Source: an optimization exercise on an open RTL-to-GDS flow (aim: small area and a short achievable clock period). Production flows keep margins and buffers that such runs may drop. Where RTL was checked, it was by simulation tests only, not by an equivalence proof against the original. No functional check of the RTL was part of run 3. Power is estimated from default activity; no workload was simulated.

File: flow/design.v
module cga_qenc (
    input  wire       clk,
    input  wire       rst,         
    input  wire       in_valid,
    input  wire       in_sol,      
    input  wire [7:0] in_r,
    input  wire [7:0] in_g,
    input  wire [7:0] in_b,
    output reg        out_valid,
    output reg  [3:0] out_idx,
    output reg  [7:0] out_comp0,   
    output reg  [7:0] out_comp1    
);
    function [63:0] wave_row;
        input [2:0] hue;
        case (hue)
            3'd0: wave_row = 64'h00_00_00_00_00_00_00_00;
            3'd1: wave_row = 64'h00_00_38_C8_FF_FF_B0_20;
            3'd2: wave_row = 64'hFF_D0_60_10_00_28_A0_F8;
            3'd3: wave_row = 64'hFF_FF_F0_A8_40_58_C0_FF;
            3'd4: wave_row = 64'h20_B0_FF_FF_C8_38_00_00;
            3'd5: wave_row = 64'h68_E0_FF_FF_F8_98_30_18;
            3'd6: wave_row = 64'h10_60_D0_FF_E8_78_08_00;
            default: wave_row = 64'hFF_FF_FF_FF_FF_FF_FF_FF;
        endcase
    endfunction
    function [511:0] enc_table;
        input dummy;
        integer h, p;
        reg [63:0] row;
        reg [17:0] prod;
        begin
            enc_table = 512'd0;
            for (h = 0; h < 8; h = h + 1) begin
                row = wave_row(h[2:0]);
                for (p = 0; p < 8; p = p + 1) begin
                    prod = row[63 - 8*p -: 8] * 18'd768;
                    enc_table[16*(4*h + p/2) + 8*(1 - p%2) +: 8] = prod[17:10];
                end
            end
        end
    endfunction
    localparam [511:0] ENC = enc_table(1'b0);
    function [7:0] bright;
        input [7:0] v;
        input       i3;
        bright = {v[7:6] + {1'b0, i3}, v[5:0]};
    endfunction
    function [10:0] radd;             
        input [9:0] a, b;
        input       ci;
        integer k;
        reg c;
        begin
            c = ci;
            for (k = 0; k < 10; k = k + 1) begin
                radd[k] = a[k] ^ b[k] ^ c;
                c = (a[k] & b[k]) | (a[k] & c) | (b[k] & c);
            end
            radd[10] = c;
        end
    endfunction
    function rge;                     
        input [9:0] a, b;
        reg [10:0] t;
        begin
            t   = radd(a, ~b, 1'b1);
            rge = t[10];
        end
    endfunction
    function [9:0] rsum;
        input [9:0] a, b;
        reg [10:0] t;
        begin
            t    = radd(a, b, 1'b0);
            rsum = t[9:0];
        end
    endfunction
    function [6:0] dist_m;
        input [7:0] c;
        reg [9:0] t;
        begin
            if (!rge({2'b00, c}, 10'd86))
                dist_m = c[6:0];
            else if (rge({2'b00, c}, 10'd170))
                begin t = rsum({2'b00, c}, 10'h356); dist_m = t[6:0]; end    
            else
                begin t = rsum({2'b00, ~c}, 10'd171); dist_m = t[6:0]; end   
        end
    endfunction
    function [3:0] quant;
        input [7:0] r, g, b;
        reg        lr, lg, lb, hr, hg, hb, reg6, pick2;
        reg [6:0]  mr, mg, mb, mm, hg7, tg;
        reg [9:0]  mrb, msum, ksum, m2, t;
        reg        k_ok, bbd, brown, dark;
        reg [3:0]  didx;
        begin
            lr = rge({2'b00, r}, 10'd86);
            lg = rge({2'b00, g}, 10'd86);
            lb = rge({2'b00, b}, 10'd86);
            hr = rge({2'b00, r}, 10'd171);
            hg = rge({2'b00, g}, 10'd171);
            hb = rge({2'b00, b}, 10'd171);
            mr = dist_m(r); mg = dist_m(g); mb = dist_m(b);
            mrb  = rsum({3'b000, mr}, {3'b000, mb});
            msum = rsum(mrb, {3'b000, mg});
            reg6  = lr & lg & ~lb;
            pick2 = ~hr & rge({3'b000, mr}, {3'b000, mb});
            mm    = pick2 ? mr : mb;
            m2    = {2'b00, mm, 1'b0};
            if (reg6)
                dark = rge(m2, rsum(msum, 10'd43));
            else
                dark = !rge(msum, 10'd128);
            didx = reg6 ? (pick2 ? 4'd2 : 4'd7) : {1'b0, lr, lg, lb};
            tg   = rsum({2'b00, g}, 10'h3D6);                   
            hg7  = hg ? {tg[5:0], 1'b0} : 7'd0;                
            ksum = rsum(mrb, {3'b000, hg7});
            k_ok = rge({2'b00, r}, 10'd85) && !lb &&
                   !rge({2'b00, g}, 10'd213) && !rge(ksum, 10'd86);
            if (reg6)
                bbd = !rge(rsum({2'b00, g}, m2), 10'd298);
            else
                bbd = rge({2'b00, g}, 10'd43) && !rge({2'b00, g}, 10'd128);
            brown = k_ok & bbd;
            if (brown)
                quant = 4'd6;
            else if (dark)
                quant = didx;
            else
                quant = {1'b1, hr, hg, hb};
        end
    endfunction
    reg  [1:0] last_hdot;
    wire [1:0] in_hdot = in_sol ? 2'd0 : last_hdot + 2'd1;
    reg        s1_valid;
    reg  [7:0] s1_r, s1_g, s1_b;
    wire [1:0] s1_hdot = last_hdot;
    always @(posedge clk) begin
        if (rst) begin
            last_hdot <= 2'd3;
            s1_valid  <= 1'b0;
        end else begin
            s1_valid <= in_valid;
            if (in_valid)
                last_hdot <= in_hdot;
        end
        s1_r <= in_r;
        s1_g <= in_g;
        s1_b <= in_b;
    end
    wire [3:0]  q_idx = quant(s1_r, s1_g, s1_b);
    wire [15:0] enc_v = ENC[16*{q_idx[2:0], s1_hdot} +: 16];
    always @(posedge clk) begin
        if (rst)
            out_valid <= 1'b0;
        else
            out_valid <= s1_valid;
        out_idx   <= q_idx;
        out_comp0 <= bright(enc_v[15:8], q_idx[3]);
        out_comp1 <= bright(enc_v[7:0], q_idx[3]);
    end
endmodule
File: flow/flow/run.sh
#!/bin/bash
# The standard layout (standard.sh), with three changes:
#  - synthesis maps the logic with flow/abc_area.script (area-oriented),
#  - no separate full/half-adder extraction before that mapping,
#  - the port buffers are buf_1 cells.
set -euo pipefail
here=$PWD
export MY_ABC_SCRIPT=$here/flow/abc_area.script
bash standard.sh SYNTH_SCRIPT=$here/flow/my_synth.tcl ADDER_MAP_FILE= \
  "BUFFER_PORTS_ARGS=-buffer_cell sky130_fd_sc_hd__buf_1" finish > standard.log 2>&1
File: flow/flow/abc_area.script
strash
&get -n
&deepsyn -T 60
&put
dch -f
amap
topo
upsize -D 6500
dnsize -D 6500
topo
File: flow/flow/my_synth.tcl
# synth_recipe.tcl, with the logic mapped by this flow's own ABC script
# (flow/abc_area.script) in place of the platform's. Registers, their names
# and everything else are as in the standard synthesis.
proc synth {args} { yosys synth -nofsm -noshare {*}$args }
proc abc {args} {
  set i [lsearch -exact $args -script]
  if { $i >= 0 } { lset args [expr { $i + 1 }] $::env(MY_ABC_SCRIPT) }
  yosys abc {*}$args
}
source $::env(SCRIPTS_DIR)/synth.tcl
# left out here: clear keep_hierarchy, flatten, clean up, hide names made inside functions, write 1_2_yosys.v
File: flow/standard.sh
#!/bin/bash
# synth_recipe.tcl (not shown) runs the flow's synth.tcl, then flattens the netlist and writes it again
# the make line also repeats each setting of config.mk as NAME=value (left out here)
make -C /OpenROAD-flow-scripts/flow DESIGN_CONFIG=/design/flow/config.mk WORK_HOME=/design/flow/orfs CLKGATE_MAP_FILE= SYNTH_SCRIPT=/design/flow/synth_recipe.tcl "${@:-finish}"
File: flow/config.mk
export PLATFORM = sky130hd
export DESIGN_NAME = cga_qenc
export DESIGN_NICKNAME = cga_qenc
export VERILOG_FILES = /design/flow/design.v
export SDC_FILE = /design/flow/constraint.sdc
export NUM_CORES = 4
export LEC_CHECK = 0
export ABC_AREA = 1
export CAP_MARGIN = 20
export CORE_MARGIN = 2
export CORE_UTILIZATION = 40
export PLACE_DENSITY = 0.6
export SLEW_MARGIN = 20
File: flow/constraint.sdc
create_clock -name core_clock -period 40.0 [get_ports {clk}]
set_input_delay 8.0000 -clock core_clock [delete_from_list [all_inputs] [get_ports {clk}]]
set_output_delay 8.0000 -clock core_clock [all_outputs]
set_load 0.01 [all_outputs]
==> impl_metrics.toml, run 1 <==
[run_status]
status = "timing/DRC/antenna clean"

[sta]
skew_ns = 0.00756
setup_viol = 0
setup_tns_ns = 0
max_clock_freq_mhz = 114
fin_crit_ns = 8.78
finalCritPeriodShare_pct = 22.0
fin_hold_ws_ns = 0.459
finalHoldViolations = 0
grt_setup_unrepaired = "false"
tightest_slew_ns = 0.764
slew_viol_final = 0
max_slew_margin_pct = 48.5

[placement]
place_area_sq_mm = 0.00297
numPortBuffers = 48
gp_congestion = 0.907
post-place-cells = 527
hpwl_um = 5510

[global_routing]
grtUsageTotal_pct = 19.8
grt_max_degree = 15
grt_pass1_vias = 2622
grt_antenna_before_repair = 0
grt.overflow.total = 0
grt_pass1_wl_um = 11800

[synth]
async_reset_ff_share_pct = 0
ys.flop_type = "dfxtp_1"
synth_top_area_cell = "dfxtp_1"
synth_top_area_share_pct = 35.7
synth_edf_count = 0
synth.distinct_cells = 40
synth_nets = 430
synth_cells = 402
synthTopCellsByArea = "dfxtp_1 36%, nor2_1 11%, o21ai_0 8.9%"
synth_area_sq_mm = 0.00270
ys_seq_area_share_pct = 35.7
yosys_warnings = 1
syn_avg_cell_area_sq_um = 6.70
synth-seq-cells = 48

[clock_tree]
cts_buffer_depth = 2
post_cts_buffers = 0
cts_resized = 0
path_clk_slew_ns = 0.09
cts_tree = "done"
worstSkewPairLatency_ns = 0.30
htree_levels = 2
tritoncts.num_buffers = 5
cts_sinks = 48
cts-hold-fix-buffers = 0
ctsRootBufferMaster = "clkbuf_8"

[worst_setup_path]
cp.required_ns = 32.00
critPathMaxFanout = 1
critPathBufInv = 1
path_delay_family = "flip-flops"
critical_path_class = "reg -> out"
crit_arrival_ns = 0.78
cp-start-kind = "register"
crit_chain = "buf_1"
critPathSlowestCell = "dfxtp_1"
end_kind = "primary output"
slowest_delay_ns = 0.32

[pwr]
vdd_drop_max_mv = 0.0348
power_density_mw_per_mm2 = 57.6
leakage_nw = 1.15
power.total_w = 0.000176

[layout]
final_nets = 485
drive_gt1_share_pct = 3.06
multi_input_area_sq_mm = 0.00155
register_area_sq_um = 961
finalNonFillerCells = 534
diodes = 0
postLayoutCellArea_sq_mm = 0.00306
syn2layout_area_growth_pct = 13.6
n_fill_cell = 679

[floorplanning]
rows = 29
die-width_um = 86.1
die_area_sq_mm = 0.00741
core_sq_mm = 0.00642
die_height_um = 86.1
initial_utilization_pct = 42.0
io-pin-count = 49

[job]
drv_cap = 0

[route]
drt_iter0_markers = 119
drtPass1Iterations = 5
vias_per_cell = 5.43
wl_per_cell_um = 12.8
detail-route-antenna-nets = 0
num_vias = 2902
post-route-drc-count = 0
drt-total-wl_um = 6850

[worst_hold_path]
hold_path.class = "reg -> reg"
## worst paths after layout
check                                 from      endpoint  slack, ns  cells past startpoint
worst max-delay path            out_idx[2]    out_idx[2]      31.22                      1
worst min register to register    s1_valid     out_valid       0.46                      1
worst min-delay path              s1_valid     out_valid       0.46                      1
worst max register to register     s1_r[7]  out_comp0[7]      31.67                     46
## registers in the layout (all words and copies together) (netlist names)
register / flops
out_comp1: 8
s1_valid: 1
out_idx: 4
s1_g: 8
s1_r: 8
s1_b: 8
out_comp0: 8
last_hdot: 2
out_valid: 1
## Yosys cell counts, types with 3 or more instances
cell      instances
o21a_1            5
o311ai_0          3
a21o_1            4
o211ai_1          5
a21oi_1          36
nand2_1          40
nor3_1           13
o21ai_1           4
dfxtp_1          48
o21ai_0          48
or3_1             3
nand3_1           6
nor2_1           81
nor2b_1           5
inv_2             5
o22ai_1           9
a211oi_1          3
a31oi_1           9
o32ai_1           4
o31ai_1           3
clkinv_1         45
## cell families after synthesis
kind of cell	count (synthesis)	synth area share (%)
simple gates	159	25.0
compound gates	143	31.7
buf+inv	50	6.96
flops	48	35.7
xor+xnor	2	0.650
## cells in the final DEF, fill, tap and decap left out, types with 2 or more instances in the layout
cell | Yosys | final
nor2_1 | 81 | 81
o21ai_0 | 48 | 48
buf_1 | 0 | 48
dfxtp_1 | 48 | 48
clkinv_1 | 45 | 45
nand2_1 | 40 | 40
a21oi_1 | 36 | 36
nor3_1 | 13 | 13
o22ai_1 | 9 | 9
a31oi_1 | 9 | 9
nand3_1 | 6 | 6
clkbuf_8 | 0 | 6
nor2b_1 | 5 | 5
inv_2 | 5 | 5
o211ai_1 | 5 | 5
o21a_1 | 5 | 5
o21ai_1 | 4 | 4
o32ai_1 | 4 | 4
a21o_1 | 4 | 4
a211oi_1 | 3 | 3
or3_1 | 3 | 3
o311ai_0 | 3 | 3
o31ai_1 | 3 | 3
or2_0 | 2 | 2
and2_0 | 2 | 2
nor4_1 | 2 | 2
o221ai_1 | 2 | 2
## area by class of cell
cell class | count | area share, %
well taps | 77 | 3.15
multi-input cells | 304 | 50.5
clock inverters | 1 | 0.286
flip-flops and latches | 48 | 31.4
inverters | 50 | 6.13
repair buffers | 48 | 5.88
clock buffers | 6 | 2.70
## routing by layer
| layer | share of wire (%) | global-route usage [%] |
|---|---|---|
| met2 | 44 | 30.6 |
| met1 | 48 | 27.7 |
| met4 | 2.1 | 7.07 |
| met3 | 6.4 | 3.27 |
| met5 | 0 | 0 |
## power by group
group | leakage (nW) | total [W] | switching (W) | internal [W]
combinational | 0.701 | 0.0000824 | 0.0000542 | 0.0000282
sequential | 0.404 | 0.0000639 | 0.00000425 | 0.0000596
clock | 0.0473 | 0.0000302 | 0.0000164 | 0.0000138
## stage by stage
step                      worst slack [ns]  util (%)
after floorplan                      31.44         -
after global placement               31.35      46.3
after detailed placement             31.32      46.3
after CTS                            31.20      47.7
after global routing                 30.56      47.7
final                                31.22      47.7
==> inputs of run 2 (changes only) <==
==> flow/flow/abc_area.script (replaced) <==
strash
&get -n
&deepsyn -T 60
&put
dch -f
amap
topo
upsize -D 6000
dnsize -D 6000
topo
--- a/flow/config.mk
+++ b/flow/config.mk
@@ -8,6 +8,6 @@
 export ABC_AREA = 1
 export CAP_MARGIN = 20
 export CORE_MARGIN = 2
-export CORE_UTILIZATION = 40
-export PLACE_DENSITY = 0.6
+export CORE_UTILIZATION = 70
+export PLACE_DENSITY = 0.85
 export SLEW_MARGIN = 20
==> run 2 against run 1 <==
Clock skew is 0.0027 ns lower. Synthesized area rose by 5.0%. Critical path type unchanged. Still clean on timing, DRC and antenna. Wire length increased by 8.2%. Sequential power is essentially flat. Synthesized cell count did not move. Non-clock buffer count unchanged. Final cell count is 4.9% lower. Fmax fell by 0.14%.
==> impl_metrics.toml, run 2 <==
[floorplanning]
rows = 23
die_height_um = 67.6
die-width_um = 67.6
die_area_sq_mm = 0.00457
initial_utilization_pct = 71.8
io-pin-count = 49
core_sq_mm = 0.00394

[sta]
finalHoldViolations = 0
fin_ws_ns = 31.21
setup_viol = 0
finalCritPeriodShare_pct = 22.0
tightest_slew_ns = 0.712
setup_tns_ns = 0
max_clock_freq_mhz = 114
slew_viol_final = 0
grt_setup_unrepaired = "false"
fin_crit_ns = 8.79
skew_ns = 0.00491
max_slew_margin_pct = 52.4

[placement]
numPortBuffers = 48
gp_congestion = 0.938
hpwl_um = 5830
dp_slack_ns = 31.31

[synth]
synth_cells = 402
ys_seq_area_share_pct = 34.0
yosys_warnings = 1
synth_area_sq_mm = 0.00283
synth.distinct_cells = 53
synth_nets = 430
synth_top_area_share_pct = 34.0
synthMostInstantiatedCell = "nor2_1"
synthTopCellsByArea = "dfxtp_1 34%, nor2_1 10%, o21ai_0 6.2%"
ys.flop_type = "dfxtp_1"
synth.top_cells.by_count = "76 x nor2_1, 48 x dfxtp_1, 40 x nand2_1"
async_reset_ff_share_pct = 0
synth_edf_count = 0
synth_top_area_cell = "dfxtp_1"
syn_avg_cell_area_sq_um = 7.04
synth-seq-cells = 48

[clock_tree]
path_clk_slew_ns = 0.08
cts_buffer_depth = 2
cts_resized = 0
worstSkewPairLatency_ns = 0.29
cts-hold-fix-buffers = 0
post_cts_buffers = 0
tritoncts.num_buffers = 5
cts_tree = "done"
ctsRootBufferMaster = "clkbuf_8"
htree_levels = 2
cts_sinks = 48

[pwr]
power_density_mw_per_mm2 = 58.7
vdd_drop_max_mv = 0.0364
leakage_nw = 1.22

[layout]
drive_gt1_share_pct = 10.7
diodes = 0
syn2layout_area_growth_pct = 11.9
layout_commonest_cell = "nor2_1"
final_nets = 485
final_cell_mix = "76 x nor2_1, 48 x buf_1, 48 x dfxtp_1, 40 x nand2_1, 36 x clkinv_1"

[worst_setup_path]
cp.required_ns = 32.00
crit_chain = "buf_1"
critPathMaxFanout = 1
crit_start = "out_comp0[2]"
cp-start-kind = "register"
critPathBufInv = 1
r2r_start = "s1_b[5]"
end_kind = "primary output"
path_delay_family = "flip-flops"
slowest_delay_ns = 0.34
crit_arrival_ns = 0.79
critPathSlowestCell = "dfxtp_1"
critical_path_class = "reg -> out"

[global_routing]
grt_pass1_vias = 2830
grt_pass1_wl_um = 12300
grt_max_degree = 15
grt_antenna_before_repair = 0
grt.overflow.total = 0
grtUsageTotal_pct = 34.9

[worst_hold_path]
hold_path.class = "reg -> reg"
hold_start = "s1_valid"

[job]
drv_cap = 0

[route]
wl_per_cell_um = 14.6
detail-route-antenna-nets = 0
drt-total-wl_um = 7420
drt_iter0_markers = 260
num_vias = 3140
vias_per_cell = 6.18
drtPass1Iterations = 5
post-route-drc-count = 0

[run_status]
status = "timing/DRC/antenna clean"
-- run 2: cell types whose count changed after synthesis, moves of 3 or more --
cell / before / now
o21ai_0: 48 / 35
clkinv_1: 45 / 36
o21ai_1: 4 / 12
a21oi_1: 36 / 29
a21oi_2: 0 / 7
inv_2: 5 / 11
nor2_1: 81 / 76
o21ai_2: 1 / 6
nor2_2: 0 / 4
inv_1: 0 / 3
nor3_1: 13 / 10
nor3_2: 0 / 3
-- run 2: final timing paths --
check                 endpoint  slack, ns  depth (start not counted)
hold / removal       out_valid       0.46                          1
setup reg to reg  out_comp0[5]      32.18                         41
hold reg to reg      out_valid       0.46                          1
setup / recovery  out_comp0[2]      31.21                          1
-- run 2: cell type report --
class | count | area (sq um)
timing repair buffer | 48 | 180
multi-input combinational | 304 | 1680
clock buffer | 7 | 86.3
tap | 50 | 62.6
inverter | 50 | 188
clock inverter | 1 | 7.51
fill | 295 | 777
sequential | 48 | 961
-- run 2: kinds of logic (layout without fill, tap and decap cells) --
group	Yosys count	count (layout)	synth area share, %
AND/OR/NAND/NOR	159	159	25.9
AO/OA/AOI/OAI	143	143	32.9
buffers and inverters	50	106	6.63
flip-flops	48	48	34.0
XOR/XNOR	2	2	0.619
-- run 2: per-layer routing --
metal	track usage [%]	part of all wire, %	routed length [um]	vias to the layer above
li1	-	-	-	1523
met1	44.2	42	3140	1395
met2	58.6	45	3350	195
met3	8.17	10	751	27
met4	10.7	2.4	175	0
met5	0	0	0	-
-- run 2: per-stage QoR --
stage	cell area (sq um)	hold slack [ns]	utilization, %	instances	total power [W]
finish	3170	0.457	80.3	508	0.000186
global route	3170	0.470	80.3	508	0.000200
floorplan	2830	0.414	-	402	0.000132
detailed placement	3070	0.439	77.9	500	0.000155
global placement	3070	0.442	77.9	500	0.000153
CTS	3170	0.459	80.3	508	0.000184
-- run 2: power breakdown --
group | internal [W] | switching, W | leakage (nW)
clock | 0.0000140 | 0.0000151 | 0.0445
combinational | 0.0000317 | 0.0000609 | 0.767
sequential | 0.0000596 | 0.00000445 | 0.404
==> inputs of run 3 (changes only) <==
--- a/flow/design.v
+++ b/flow/design.v
@@ -150,15 +150,19 @@
         s1_g <= in_g;
         s1_b <= in_b;
     end
-    wire [3:0]  q_idx = quant(s1_r, s1_g, s1_b);
-    wire [15:0] enc_v = ENC[16*{q_idx[2:0], s1_hdot} +: 16];
+    reg  [1:0]  s2_hdot;
     always @(posedge clk) begin
         if (rst)
             out_valid <= 1'b0;
         else
             out_valid <= s1_valid;
-        out_idx   <= q_idx;
-        out_comp0 <= bright(enc_v[15:8], q_idx[3]);
-        out_comp1 <= bright(enc_v[7:0], q_idx[3]);
+        out_idx <= quant(s1_r, s1_g, s1_b);
+        s2_hdot <= s1_hdot;
+    end
+    reg  [15:0] enc_v;
+    always @* begin
+        enc_v     = ENC[16*{out_idx[2:0], s2_hdot} +: 16];
+        out_comp0 = bright(enc_v[15:8], out_idx[3]);
+        out_comp1 = bright(enc_v[7:0], out_idx[3]);
     end
 endmodule
==> flow/flow/abc_area.script (replaced) <==
strash
&get -n
&deepsyn -T 60
&put
dch -f
amap
topo
--- a/flow/config.mk
+++ b/flow/config.mk
@@ -8,6 +8,6 @@
 export ABC_AREA = 1
 export CAP_MARGIN = 20
 export CORE_MARGIN = 2
-export CORE_UTILIZATION = 70
-export PLACE_DENSITY = 0.85
+export CORE_UTILIZATION = 40
+export PLACE_DENSITY = 0.6
 export SLEW_MARGIN = 20
==> run 3 against run 2 <==
Flip-flop and latch count down 14. Register-to-register slack better by 2.2 ns. Global-route usage down 14 points. Hold slack worse by 0.086 ns. Sequential share of layout area down 5.7 points.
==> impl_metrics.toml, run 3 <==
[floorplanning]
initial_utilization_pct = 41.0
die_height_um = 81.4
rows = 28
io-pin-count = 49
core_sq_mm = 0.00585
die-width_um = 81.4
die_area_sq_mm = 0.00663

[layout]
final_nets = 469
multi_input_area_sq_mm = 0.00151
n_fill_cell = 613
diodes = 0
drive_gt1_share_pct = 1.81
register_area_sq_um = 681
layout_commonest_cell = "nor2_1"
syn2layout_area_growth_pct = 15.2
largestRegisters = "s1_b (8), s1_g (8), s1_r (8)"
final_cell_mix = "85 x nor2_1, 54 x clkinv_1, 48 x buf_1, 47 x o21ai_0, 40 x a21oi_1"

[global_routing]
grt_pass1_vias = 2482
grt.overflow.total = 0
grt_pass1_wl_um = 11000
grt_max_degree = 13
grtUsageTotal_pct = 21.4
grt_antenna_before_repair = 0

[sta]
finalHoldViolations = 0
skew_ns = 0.00371
grt_setup_unrepaired = "false"
slew_viol_final = 0
setup_tns_ns = 0
max_clock_freq_mhz = 92.8
max_slew_margin_pct = 56.3
finalCritPeriodShare_pct = 26.9
fin_crit_ns = 10.78
setup_viol = 0
tightest_slew_ns = 0.649
fin_ws_ns = 29.22

[clock_tree]
path_clk_slew_ns = 0.08
cts-hold-fix-buffers = 0
tritoncts.num_buffers = 5
worstSkewPairLatency_ns = 0.28
cts_resized = 0
htree_levels = 2
cts_buffer_depth = 2
ctsRootBufferMaster = "clkbuf_8"
post_cts_buffers = 0
cts_sinks = 34
cts_tree = "done"

[placement]
numPortBuffers = 48
dp_slack_ns = 29.56
gp_congestion = 0.918
hpwl_um = 5590

[pwr]
pwr-share-seq_pct = 30.1
p_int_w = 0.0000742
power_density_mw_per_mm2 = 51.0
pwr-share-clk_pct = 18.0
switching_share_pct = 47.3
power_switching_w = 0.0000666
leakage_nw = 0.976
p_comb_share_pct = 51.9
vdd_drop_max_mv = 0.0270

[synth]
synth_area_sq_mm = 0.00240
synth_nets = 414
ys.flop_type = "dfxtp_1"
synth_cells = 386
synth_top_area_share_pct = 28.4
synth-seq-cells = 34
synth-simple-area-share_pct = 28.2
ys_seq_area_share_pct = 28.4
yosys_warnings = 1
synthMostInstantiatedCell = "nor2_1"
syn_avg_cell_area_sq_um = 6.21
synthMuxAreaShare_pct = 0
synth_top_family_by_area = "compound AO/OA/AOI/OAI gates"
synthAdderAreaFrac_pct = 0
async_reset_ff_share_pct = 0
synth_top_area_cell = "dfxtp_1"
synth_edf_count = 0
synth.distinct_cells = 33
synth.top_cells.by_count = "85 x nor2_1, 54 x clkinv_1, 47 x o21ai_0"
synthXorXnorAreaFrac_pct = 0
synth-compound-area-share_pct = 34.9
synthTopCellsByArea = "dfxtp_1 28%, nor2_1 13%, o21ai_0 9.8%"

[worst_setup_path]
cp-start-kind = "register"
cp.required_ns = 32.00
critPathMaxFanout = 8
crit_arrival_ns = 2.78
end_kind = "primary output"
critical_path_class = "reg -> out"

[route]
drtPass1Iterations = 5
drt_iter0_markers = 126
wl_per_cell_um = 13.2
drt-total-wl_um = 6800
vias_per_cell = 5.33
detail-route-antenna-nets = 0
num_vias = 2757
post-route-drc-count = 0

[worst_hold_path]
hold_path.class = "reg -> reg"

[job]
drv_cap = 0

[run_status]
status = "timing/DRC/antenna clean"
[run 3: changes by cell type after synthesis, moves of 7 or more]
cell / delta
o21ai_1: -12
o22ai_1: +8
a21oi_2: -7
a21oi_1: +11
nor2_1: +9
dfxtp_1: -14
inv_2: -11
o21ai_0: +12
clkinv_1: +18
nor4_1: +7
[run 3: metal layers]
layer  GRT usage (%)  part of all wire, %
met3            3.11                  5.2
met2            39.3                   49
met1            24.5                   43
met5               0                    0
met4            8.98                  3.2
[run 3: per-stage QoR]
step	power (W)	util [%]	area (sq um)	cells	hold slack, ns
after floorplan	0.0000935	-	2400	386	0.346
after global placement	0.000116	45.6	2670	509	0.361
after detailed placement	0.000115	45.6	2670	509	0.364
after CTS	0.000141	47.2	2760	517	0.375
after global routing	0.000153	47.2	2760	517	0.383
final	0.000141	47.2	2760	517	0.371
[run 3: final cells by class]
type / count / area share [%]
inverter: 54 / 7.34
clock buffer: 5 / 2.49
multi-input combinational: 298 / 54.8
timing repair buffer: 48 / 6.53
tap: 75 / 3.40
sequential: 34 / 24.7
clock inverter: 3 / 0.771
[run 3: power by group through the flow]
stage	clock, W	sequential [W]	combinational, W
detailed placement	0	0.0000431	0.0000720
floorplan	0	0.0000427	0.0000508
global placement	0	0.0000434	0.0000729
finish	0.0000254	0.0000424	0.0000731
global route	0.0000275	0.0000432	0.0000821
CTS	0.0000266	0.0000423	0.0000723
[run 3: path summary, 6_finish.rpt]
path	depth (start not counted)	end	from	slack (ns)
min	0	s2_hdot[0]	last_hdot[0]	0.37
max reg2reg	30	out_idx[0]	s1_b[3]	34.40
max	10	out_comp1[7]	out_idx[0]	29.22
min reg2reg	0	s2_hdot[0]	last_hdot[0]	0.37
[run 3: cell families (layout without fill, tap and decap cells)]
kind of cell | Yosys count | count (layout)
AND/OR/NAND/NOR | 158 | 158
AO/OA/AOI/OAI | 140 | 140
buffers and inverters | 54 | 110
flip-flops | 34 | 34
[run 3: worst max-delay path, cell delays in order, from the launching register on]
cell and delay, ns:
dfxtp_1 0.48, clkinv_1 0.24, o21ai_0 0.45, o22ai_1 0.18, a31oi_1 0.27, and3_1 0.23
nor2_1 0.06, nand4_1 0.12, clkinv_1 0.12, a22oi_1 0.18, buf_1 0.17

==> separate check: timing with driven ports <==
In the flow no input, the clock included, has a driving cell. The finished layouts below were timed again as built, in two steps.
Step 1 sets driving cells, clkbuf_16 on the clock port and buf_2 on the other inputs (assumed; they add their load-dependent delay and slew).
Step 2, shift: input delay + t, output delay - t, t = (earliest + latest rising clock arrival at the registers) / 2. This alone moves slack from input paths to output paths.
a / b / c = ideal ports / drivers / drivers and shift; a / b = the first two.
run | t (ns) | slack for setup (ns) | hold slack, ns | worst setup path at the end | worst slew at a driven data input, ns
run 1 | 0.333 | 31.218 / 31.187 / 31.319 | 0.459 / 0.459 / 0.459 | input to register | 0.03
run 2 | 0.318 | 31.205 / 31.180 / 31.295 | 0.457 / 0.457 / 0.457 | input to register | 0.05
run 3 | 0.310 | 29.225 / 29.195 / 29.506 | 0.371 / 0.371 / 0.371 | register to output | 0.03
After both steps setup and hold are still met in every run listed.
